Context: an optimization exercise on an open-source flow, tuned for small area, a short achievable clock period and few clock cycles. The choices shown serve that exercise and are no tape-out recipe. In this exercise RTL edits were held to simulation tests only and were not proved equivalent to the original. Power and IR drop assume default switching activity.

## zinc
==> flow/design.v <==
module pvc_sram_exerciser (
    input  wire        clk,
    input  wire        rst,
    input  wire        start,
    input  wire [2:0]  cfg_sel,
    input  wire        cfg_rw,
    input  wire        cfg_ret,
    input  wire        cfg_siz,
    output wire        busy,
    output wire        done,
    output wire        fault,
    output wire [3:0]  fault_code,
    output wire        verdict_fail,
    output reg  [31:0] fail_count,
    output wire        ev_valid,
    output reg  [2:0]  ev_kind,
    output wire [31:0] ev_data,
    input  wire        ev_ready,
    input  wire        rsp_valid,
    input  wire [2:0]  rsp_nsym,
    input  wire        rsp_z,
    input  wire [7:0]  rsp_byte,
    input  wire [2:0]  rec_idx,
    output wire        rec_addr_valid,
    output wire [19:0] rec_addr,
    output wire [7:0]  rec_label,
    output reg  [1:0]  rec_kind,
    output reg  [7:0]  rec_expect,
    output wire [7:0]  rec_act_val,
    output wire [7:0]  rec_act_zmask
);
    localparam [2:0] EV_XACT = 3'd1;
    localparam [2:0] EV_TRS  = 3'd2;
    localparam [2:0] EV_IND  = 3'd3;
    localparam [7:0] NEEDLE = 8'hA5;
    localparam [2:0] PH_TRS = 3'd0;
    localparam [2:0] PH_FLT = 3'd1;
    localparam [2:0] PH_SZ0 = 3'd2;    
    localparam [2:0] PH_SZN = 3'd3;    
    localparam [2:0] PH_SZR = 3'd4;    
    localparam [2:0] PH_SW  = 3'd5;    
    localparam [2:0] PH_RET = 3'd6;    
    localparam [2:0] PH_VRD = 3'd7;
    reg        run_q, done_q, fault_q;
    reg        fcode_q;                
    reg        wt;                     
    reg [2:0]  phase;
    reg [1:0]  step;
    reg [2:0]  pat;
    reg        ind;
    reg [18:0] addr;
    reg [2:0]  sel_r;
    reg        rw_r, ret_r, siz_r;
    reg [2:0]  plab;
    reg        full;
    reg [2:0]  rec_l_q [0:7];
    reg [2:0]  rec_p_q [0:7];
    reg        rec_z_q [0:7];
    reg [7:0]  rec_v_q [0:7];
    reg [18:0] rec_a_q [0:7];
    function [7:0] pat_val;
        input [2:0] p;
        begin
            case (p)
                3'd0: pat_val = 8'hAA;
                3'd1: pat_val = 8'h55;
                3'd2: pat_val = 8'hF0;
                3'd3: pat_val = 8'h0F;
                3'd4: pat_val = 8'hCC;
                3'd5: pat_val = 8'h33;
                3'd6: pat_val = 8'hFF;
                default: pat_val = 8'h00;
            endcase
        end
    endfunction
    wire has_cs2 = ~sel_r[2] & ~sel_r[0];           
    wire m13 = |sel_r;                              
    wire m15 = sel_r[2] | sel_r[1];                 
    wire m17 = sel_r[2] | (sel_r[1] & sel_r[0]);    
    wire m18 = sel_r[2];                            
    wire [18:0] amask = {m18, m17, m15, m15, m13, m13, 13'h1FFF};
    wire at_last = &(addr | ~amask);
    wire a_hi0   = ~|addr[18:7];
    wire a_lo127 = &addr[6:0];
    wire [18:0] addr_inc = addr + 19'd1;
    wire is_ind  = (phase == PH_SW) && (step == 2'd0);
    wire is_xact = (phase != PH_TRS) && (phase != PH_VRD) && !is_ind;
    wire nz      = full | (|fail_count[2:0]);
    reg        c_we, c_oe, c_cs1, c_cs2;
    reg [7:0]  d_out;
    reg [2:0]  lab;
    always @(*) begin
        c_we = 1'b0; c_oe = 1'b0; c_cs1 = 1'b0; c_cs2 = 1'b0;
        d_out = 8'd0;
        lab = 3'd0;
        ev_kind = EV_XACT;
        case (phase)
            PH_TRS: ev_kind = EV_TRS;
            PH_FLT: begin
                c_we = 1'b1; c_cs1 = (step != 2'd2); c_cs2 = (step != 2'd0);
                lab = {1'b0, step} + 3'd1;
            end
            PH_SZ0, PH_SZN: begin
                if (step[0]) begin
                    c_we = 1'b1; c_oe = 1'b1; c_cs1 = 1'b1; c_cs2 = 1'b1;
                end else begin
                    c_oe = 1'b1;
                    d_out = (phase == PH_SZN) ? NEEDLE : 8'd0;
                end
            end
            PH_SZR: begin
                c_we = 1'b1;
                lab = 3'd4;
            end
            PH_SW: begin
                case (step)
                    2'd0: begin
                        ev_kind = EV_IND;
                        d_out = {7'd0, ~ind};
                    end
                    2'd1: begin
                        c_oe = 1'b1;
                        d_out = pat_val(pat);
                    end
                    2'd2: begin
                        c_we = 1'b1; c_oe = 1'b1; c_cs1 = 1'b1; c_cs2 = 1'b1;
                        lab = 3'd5;
                    end
                    default: begin
                        c_we = 1'b1;
                        lab = 3'd6;
                    end
                endcase
            end
            PH_RET: begin
                c_we = 1'b1;
                lab = 3'd7;
            end
            default: ev_kind = {2'b10, nz};      
        endcase
    end
    assign ev_data = {c_we, c_oe, c_cs1, c_cs2 & has_cs2, 1'b0,
                      addr[18:7] & {12{~is_ind}}, addr[6:0], d_out};
    wire rsp_one = rsp_valid && (rsp_nsym == 3'd1);
    wire rsp_bad = wt && rsp_valid && (rsp_nsym != 3'd1);
    assign ev_valid = run_q && (!wt || (rsp_one && phase != PH_VRD));
    wire   adv      = ev_valid && ev_ready;
    assign busy  = run_q;
    assign done  = done_q;
    assign fault = fault_q;
    assign fault_code   = {fcode_q, 2'b11, fcode_q};
    assign verdict_fail = nz;
    wire [7:0] pv = pat_val(pat);
    reg mm;
    always @(*) begin
        case (plab)
            3'd4:        mm = !rsp_z && (rsp_byte == NEEDLE);
            3'd6, 3'd7:  mm = rsp_z || (rsp_byte != pv);
            default:     mm = !rsp_z;
        endcase
    end
    wire fire   = wt && rsp_one && (plab != 3'd0) && mm;
    wire sat    = &fail_count;
    wire rec_we = fire && !full;
    wire        dec   = plab[2] & (plab[1] | ~plab[0]);
    wire [18:0] raddr = (addr - {18'd0, dec}) & amask;
    always @(posedge clk) begin
        if (rst) begin
            run_q   <= 1'b0;
            done_q  <= 1'b0;
            fault_q <= 1'b0;
            wt      <= 1'b0;
        end else if (!run_q) begin
            if (start && !fault_q) begin
                done_q <= 1'b0;
                if (cfg_sel > 3'd4) begin
                    fault_q <= 1'b1;
                    fcode_q <= 1'b0;
                end else begin
                    run_q <= 1'b1;
                end
            end
        end else begin
            if (rsp_bad) begin
                run_q   <= 1'b0;
                wt      <= 1'b0;
                fault_q <= 1'b1;
                fcode_q <= 1'b1;
            end else if (adv) begin
                wt <= is_xact;
                if (phase == PH_VRD) begin
                    run_q  <= 1'b0;
                    done_q <= 1'b1;
                end
            end else if (rsp_valid) begin
                wt <= 1'b0;
            end
        end
    end
    always @(posedge clk) begin
        if (!run_q) begin
            if (start) begin
                sel_r <= cfg_sel;
                rw_r  <= cfg_rw;
                ret_r <= cfg_ret;
                siz_r <= cfg_siz;
                phase <= PH_TRS;
                step  <= 2'd0;
                pat   <= 3'd7;
                ind   <= 1'b0;
                addr  <= 19'd0;
            end
        end else if (adv) begin
            plab <= lab;
            case (phase)
                PH_TRS, PH_FLT: begin
                    if (phase == PH_TRS && has_cs2) begin
                        phase <= PH_FLT;
                        step  <= 2'd0;
                    end else if (phase == PH_FLT && step != 2'd2) begin
                        step <= step + 2'd1;
                    end else begin
                        step <= 2'd0;
                        if (siz_r)     phase <= PH_SZ0;
                        else if (rw_r) phase <= PH_SW;
                        else           phase <= PH_VRD;
                    end
                end
                PH_SZ0: begin
                    step <= ~step;
                    if (step[0]) begin
                        if (at_last) begin
                            phase <= PH_SZN;
                            addr  <= 19'd0;
                        end else begin
                            addr <= addr_inc;
                        end
                    end
                end
                PH_SZN: begin
                    step <= ~step;
                    if (step[0]) begin
                        phase <= PH_SZR;
                        addr  <= 19'd1;
                    end
                end
                PH_SZR: begin
                    if (at_last) begin
                        addr  <= 19'd0;
                        step  <= 2'd0;
                        phase <= rw_r ? PH_SW : PH_VRD;
                    end else begin
                        addr <= addr_inc;
                    end
                end
                PH_SW: begin
                    case (step)
                        2'd0: begin
                            step <= 2'd1;
                            ind  <= ~ind;
                            if (a_hi0) pat <= pat + 3'd1;
                        end
                        2'd1, 2'd2: step <= step + 2'd1;
                        default: begin
                            if (at_last) begin
                                addr <= 19'd0;
                                step <= 2'd0;
                                if (ret_r)             phase <= PH_RET;
                                else if (pat == 3'd7)  phase <= PH_VRD;
                            end else begin
                                addr <= addr_inc;
                                step <= a_lo127 ? 2'd0 : 2'd1;
                            end
                        end
                    endcase
                end
                PH_RET: begin
                    if (at_last) begin
                        addr  <= 19'd0;
                        step  <= 2'd0;
                        phase <= (pat == 3'd7) ? PH_VRD : PH_SW;
                    end else begin
                        addr <= addr_inc;
                    end
                end
                default: ;
            endcase
        end
    end
    always @(posedge clk) begin
        if (!run_q) begin
            if (start) begin
                fail_count <= 32'd0;
                full       <= 1'b0;
            end
        end else if (fire && !sat) begin
            fail_count <= fail_count + 32'd1;
            if (&fail_count[2:0]) full <= 1'b1;
        end
    end
    always @(posedge clk) begin
        if (run_q && rec_we) begin
            rec_l_q[fail_count[2:0]] <= plab;
            rec_p_q[fail_count[2:0]] <= pat;
            rec_z_q[fail_count[2:0]] <= rsp_z;
            rec_v_q[fail_count[2:0]] <= rsp_byte & {8{~rsp_z}};
            rec_a_q[fail_count[2:0]] <= raddr;
        end
    end
    reg [1:0] rk_d [0:7];
    reg [7:0] re_d [0:7];
    integer i;
    always @(*) begin
        for (i = 0; i < 8; i = i + 1) begin
            case (rec_l_q[i])
                3'd4: begin
                    rk_d[i] = 2'd2;
                    re_d[i] = NEEDLE;
                end
                3'd6, 3'd7: begin
                    rk_d[i] = 2'd0;
                    re_d[i] = pat_val(rec_p_q[i]);
                end
                default: begin
                    rk_d[i] = 2'd1;
                    re_d[i] = 8'd0;
                end
            endcase
        end
    end
    wire [2:0] r_l = rec_l_q[rec_idx];
    assign rec_label      = {5'd0, r_l};
    assign rec_addr_valid = r_l[2];
    assign rec_addr       = {1'b0, rec_a_q[rec_idx]};
    assign rec_act_val    = rec_v_q[rec_idx];
    assign rec_act_zmask  = {8{rec_z_q[rec_idx]}};
    always @(*) begin
        rec_kind   = rk_d[rec_idx];
        rec_expect = re_d[rec_idx];
    end
endmodule
Settings: LEC_CHECK=0, CAP_MARGIN=20, CORE_MARGIN=2, CORE_UTILIZATION=30, SETUP_SLACK_MARGIN=2.0, SLEW_MARGIN=20; clock period 5.0 ns.
run.sh (not shown) runs the stock make flow with config.mk's settings and CLKGATE_MAP_FILE= SYNTH_SCRIPT=/design/flow/synth_recipe.tcl, a recipe that flattens the netlist after the stock synthesis.
Testbench counts of zinc, summed over its fixed seeds: cycles 1,723,440.
Input changes introduced in indigo (baseline for comparison: zinc):
==> flow/flow/run.sh (new file) <==
#!/bin/bash
# The standard layout, with plain buffers (buf_2) on the ports instead of
# the delay buffers buffer_ports picks by default. make's full output goes
# to standard.log in the work folder.
set -euo pipefail
export BUFFER_PORTS_ARGS="-buffer_cell sky130_fd_sc_hd__buf_2"
bash standard.sh finish > standard.log 2>&1
==> flow/standard.sh (new file) <==
#!/bin/bash
# synth_recipe.tcl (not shown) runs the flow's synth.tcl, then flattens the netlist and writes it again
# the make line also repeats each setting of config.mk as NAME=value (left out here)
make -C /OpenROAD-flow-scripts/flow DESIGN_CONFIG=/design/flow/config.mk WORK_HOME=/design/flow/orfs CLKGATE_MAP_FILE= SYNTH_SCRIPT=/design/flow/synth_recipe.tcl "${@:-finish}"
-- flow/config.mk --
<<< zinc, line 10
export CORE_UTILIZATION = 30
export SETUP_SLACK_MARGIN = 2.0
>>> indigo, line 10
export CORE_UTILIZATION = 55
export CTS_BUF_LIST = sky130_fd_sc_hd__clkbuf_8
export CTS_CLUSTER_DIAMETER = 60
export CTS_CLUSTER_SIZE = 18
export SETUP_SLACK_MARGIN = 1.5
removed: flow/run.sh
### Flow results
- Relative to zinc, indigo improves first-pass GRT wire length.
- Taking zinc as the reference, in indigo final worst setup slack lower; number of resized instances in the post-cts repair step lower; maximum level of the CTS H-tree lower.
- Lower critical path depth was reported by indigo, not zinc.
- The lower non-clock buffer count in the final layout came out of indigo.
- For design area, dividing the value from zinc by the value from indigo gives 1.3.
- Data-path buffer share of cell area in the final layout (lower): indigo
- Standard cell with the maximum stage delay on the critical path = sky130_fd_sc_hd__nand4_1: zinc; standard cell with the maximum stage delay on the critical path = sky130_fd_sc_hd__or4_1: indigo
- Relative to zinc, met1 layer usage reported by global route has gone up in indigo.
diff inputs: indigo => cedar
==> flow/run.sh (new file) <==
#!/bin/bash
# synth_recipe.tcl (not shown) runs the flow's synth.tcl, then flattens the netlist and writes it again
# the make line also repeats each setting of config.mk as NAME=value (left out here)
make -C /OpenROAD-flow-scripts/flow DESIGN_CONFIG=/design/flow/config.mk WORK_HOME=/design/flow/orfs CLKGATE_MAP_FILE= SYNTH_SCRIPT=/design/flow/synth_recipe.tcl finish
-- flow/config.mk --
<<< indigo, line 10
export CORE_UTILIZATION = 55
export CTS_BUF_LIST = sky130_fd_sc_hd__clkbuf_8
export CTS_CLUSTER_DIAMETER = 60
export CTS_CLUSTER_SIZE = 18
>>> cedar, line 10
export CORE_UTILIZATION = 30
removed: flow/flow/run.sh
removed: flow/standard.sh
[summary]
cedar drops more vias than indigo.
Result for cedar and indigo: all clean
Summary of cedar over indigo: minimum setup slack in the final design has decreased, total power density per cell area +about 7%, fraction of area in multi-input gates fell 2.6 points, worst slack at placement went down 0.82 ns, routed wire length shows an increase of 6200 µm.
The lower sequential share of layout area of cedar and indigo is in cedar.
Relative to indigo, number of setup buffers added after CTS has increased by 86% in cedar.
In cedar, the worst stage delay on the critical path came out 0.02 ns above the value in indigo.
The following lists how juniper was set up differently from cedar:
-- flow/config.mk --
<<< cedar, line 11
>>> juniper, line 11
export CTS_BUF_LIST = sky130_fd_sc_hd__clkbuf_4 sky130_fd_sc_hd__clkbuf_8
juniper: PASS, flow complete, no timing, DRC or antenna violations
[juniper] met2 usage in global routing rose 0.93 points relative to cedar
Taking cedar as the reference, in juniper overall routing resource usage increased 0.36 points; final non-filler cell area ~0 delta; final period utilization went down.
| combinational cell power | lower: cedar |
juniper contains more vias than cedar.
| data arrival time of the worst path | juniper vs cedar | 0.05 ns lower |
Comparing cedar and juniper, overall power after layout is higher on cedar.
juniper vs cedar on mean number of vias per cell: juniper is the higher one.
Topmost layer with routed signal wires: met4 -> cedar, met5 -> juniper

* * *

pvc_sram_exerciser, a different RTL version from the one above (not shown whole).
For scale: about 1200 cells after synthesis, about 360 flip-flops, roughly 160 I/O pins, roughly 16000 um2 of cells after synthesis.
clock: 5.0 ns
lec_check: 0
cap_margin: 20
core_margin: 2
core_utilization: 62
cts_buf_list: sky130_fd_sc_hd__clkbuf_16
cts_cluster_diameter: 100
cts_cluster_size: 25
setup_slack_margin: 1.6
slew_margin: 20
synth_hierarchical: 1
standard.sh (not shown) runs the stock make flow with config.mk's settings and CLKGATE_MAP_FILE= SYNTH_SCRIPT=/design/flow/synth_recipe.tcl, a recipe that flattens the netlist after the stock synthesis.
==> flow/flow/run.sh <==
#!/bin/bash
# The standard layout, with plain buffers (buf_1) on the ports instead of
# the delay buffers buffer_ports picks by default. make's full output goes
# to standard.log in the work folder.
set -euo pipefail
export BUFFER_PORTS_ARGS="-buffer_cell sky130_fd_sc_hd__buf_1"
bash standard.sh finish > standard.log 2>&1
Testbench counts at the start, summed over its fixed seeds: cycles 1,723,440.
==> next run, changes <==
- CORE_UTILIZATION: 62 -> 70
- SETUP_SLACK_MARGIN: 1.6 -> 1.65
Outcome:
- via count grows by 5.1%
- sequential power stays flat
- total power climbs by 0.73%
- sequential cell count stays the same
- count of clock-buffer cells in the layout stays the same
- cell count goes down by about 1.4%
- routed wire length came out higher by about 7%
- utilization climbs by 12 points
- cell area went up by 2.4%
- die area falls by about 11%
==> next run, changes <==
- CTS_BUF_LIST: sky130_fd_sc_hd__clkbuf_16 -> sky130_fd_sc_hd__clkbuf_8
- CTS_CLUSTER_DIAMETER: 100 -> 60
- CTS_CLUSTER_SIZE: 25 -> 18
- SETUP_SLACK_MARGIN: 1.65 -> 1.6
Outcome: Routed wire length came out lower by 6.6%. Clock power barely changes. Non-clock buffer count came out lower by 37. Setup slack gets better by 0.15 ns. Total power came out lower by 0.82%. Critical path depth is unchanged. Final area came out lower by 3.1%. Count of clock-buffer cells in the layout came out higher by 8.
==> next run, changes <==
- CTS_BUF_LIST: sky130_fd_sc_hd__clkbuf_8 -> sky130_fd_sc_hd__clkbuf_16
- CTS_CLUSTER_DIAMETER: 60 -> 100
- CTS_CLUSTER_SIZE: 18 -> 25
- SETUP_SLACK_MARGIN: 1.6 -> 1.75
Outcome: The changed run completed without violations; total power goes up by 1.4%; fmax goes down by 1.9%; worst setup slack is worse by 0.064 ns; core utilization goes up by 3.9 points.
==> next run, changes <==
- CORE_UTILIZATION: 70 -> 76
- SETUP_SLACK_MARGIN: 1.75 -> 1.6
The changed run produced a clean layout. Die area falls by 7.7%. Routed wire length is higher by 5.3%. Critical path depth stays the same. First-iteration DRC count rises by about 11%.
==> next run, changes <==
==> flow/flow/run.sh (replaced) <==
#!/bin/bash
# The standard layout, with plain buffers (buf_1) on the ports instead of
# the delay buffers buffer_ports picks by default, and timing repair free to
# change a cell's footprint. make's full output goes to standard.log in the
# work folder.
set -euo pipefail
export BUFFER_PORTS_ARGS="-buffer_cell sky130_fd_sc_hd__buf_1"
bash standard.sh MATCH_CELL_FOOTPRINT=0 finish > standard.log 2>&1
- CORE_UTILIZATION: 76 -> 70
Wire length is lower by 12%.
Count of clock-buffer cells in the layout stays the same.
Global-route usage is lower by 6.8 points.
Synthesized area does not change.
Sequential power is about the same.

[static timing again, ports no longer ideal]
The flow's constraints put no driver on any port. The routed layouts listed below were extracted and timed again, unchanged, in two steps.
Step 1, drivers: a clkbuf_16 drives clk and a buf_2 each remaining input, both assumed.
Step 2 times the ports against the registers' clock, not the clock port: input delays grow and output delays shrink by t, the midpoint of the rising clock arrivals with the driver on.
Slacks: ideal ports / drivers / drivers and shift; pairs: ideal ports / drivers.
| run | t (ns) | setup WS [ns] | hold WS [ns] | clock arrival spread, ns |
|---|---|---|---|---|
| zinc | 0.595 | 1.473 / 1.384 / 1.247 | 0.501 / 0.501 / 0.501 | 0.017 / 0.016 |
| indigo | 0.647 | 1.462 / 1.412 / 1.360 | 0.499 / 0.499 / 0.499 | 0.026 / 0.026 |
| cedar | 0.595 | 1.325 / 1.276 / 0.997 | 0.509 / 0.509 / 0.509 | 0.026 / 0.025 |
| juniper | 0.673 | 1.370 / 1.321 / 1.041 | 0.507 / 0.507 / 0.507 | 0.050 / 0.050 |
| the first run of note 2 | 0.561 | 1.666 / 1.611 / 1.313 | 0.475 / 0.475 / 0.475 | 0.022 / 0.022 |
| the second run of note 2 | 0.561 | 1.452 / 1.400 / 1.400 | 0.476 / 0.476 / 0.476 | 0.015 / 0.014 |
| the third run of note 2 | 0.627 | 1.605 / 1.546 / 1.160 | 0.476 / 0.476 / 0.476 | 0.044 / 0.043 |
| the fourth run of note 2 | 0.564 | 1.541 / 1.405 / 1.405 | 0.475 / 0.475 / 0.475 | 0.019 / 0.019 |
| the fifth run of note 2 | 0.565 | 1.476 / 1.444 / 1.376 | 0.467 / 0.467 / 0.467 | 0.015 / 0.015 |
| the sixth run of note 2 | 0.567 | 1.570 / 1.515 / 1.406 | 0.480 / 0.480 / 0.480 | 0.017 / 0.018 |
After both steps setup and hold are still met in every run listed. The setup slack of the third run of note 2, which loses most, moves by -0.059 ns with the drivers and by -0.445 ns with both steps.
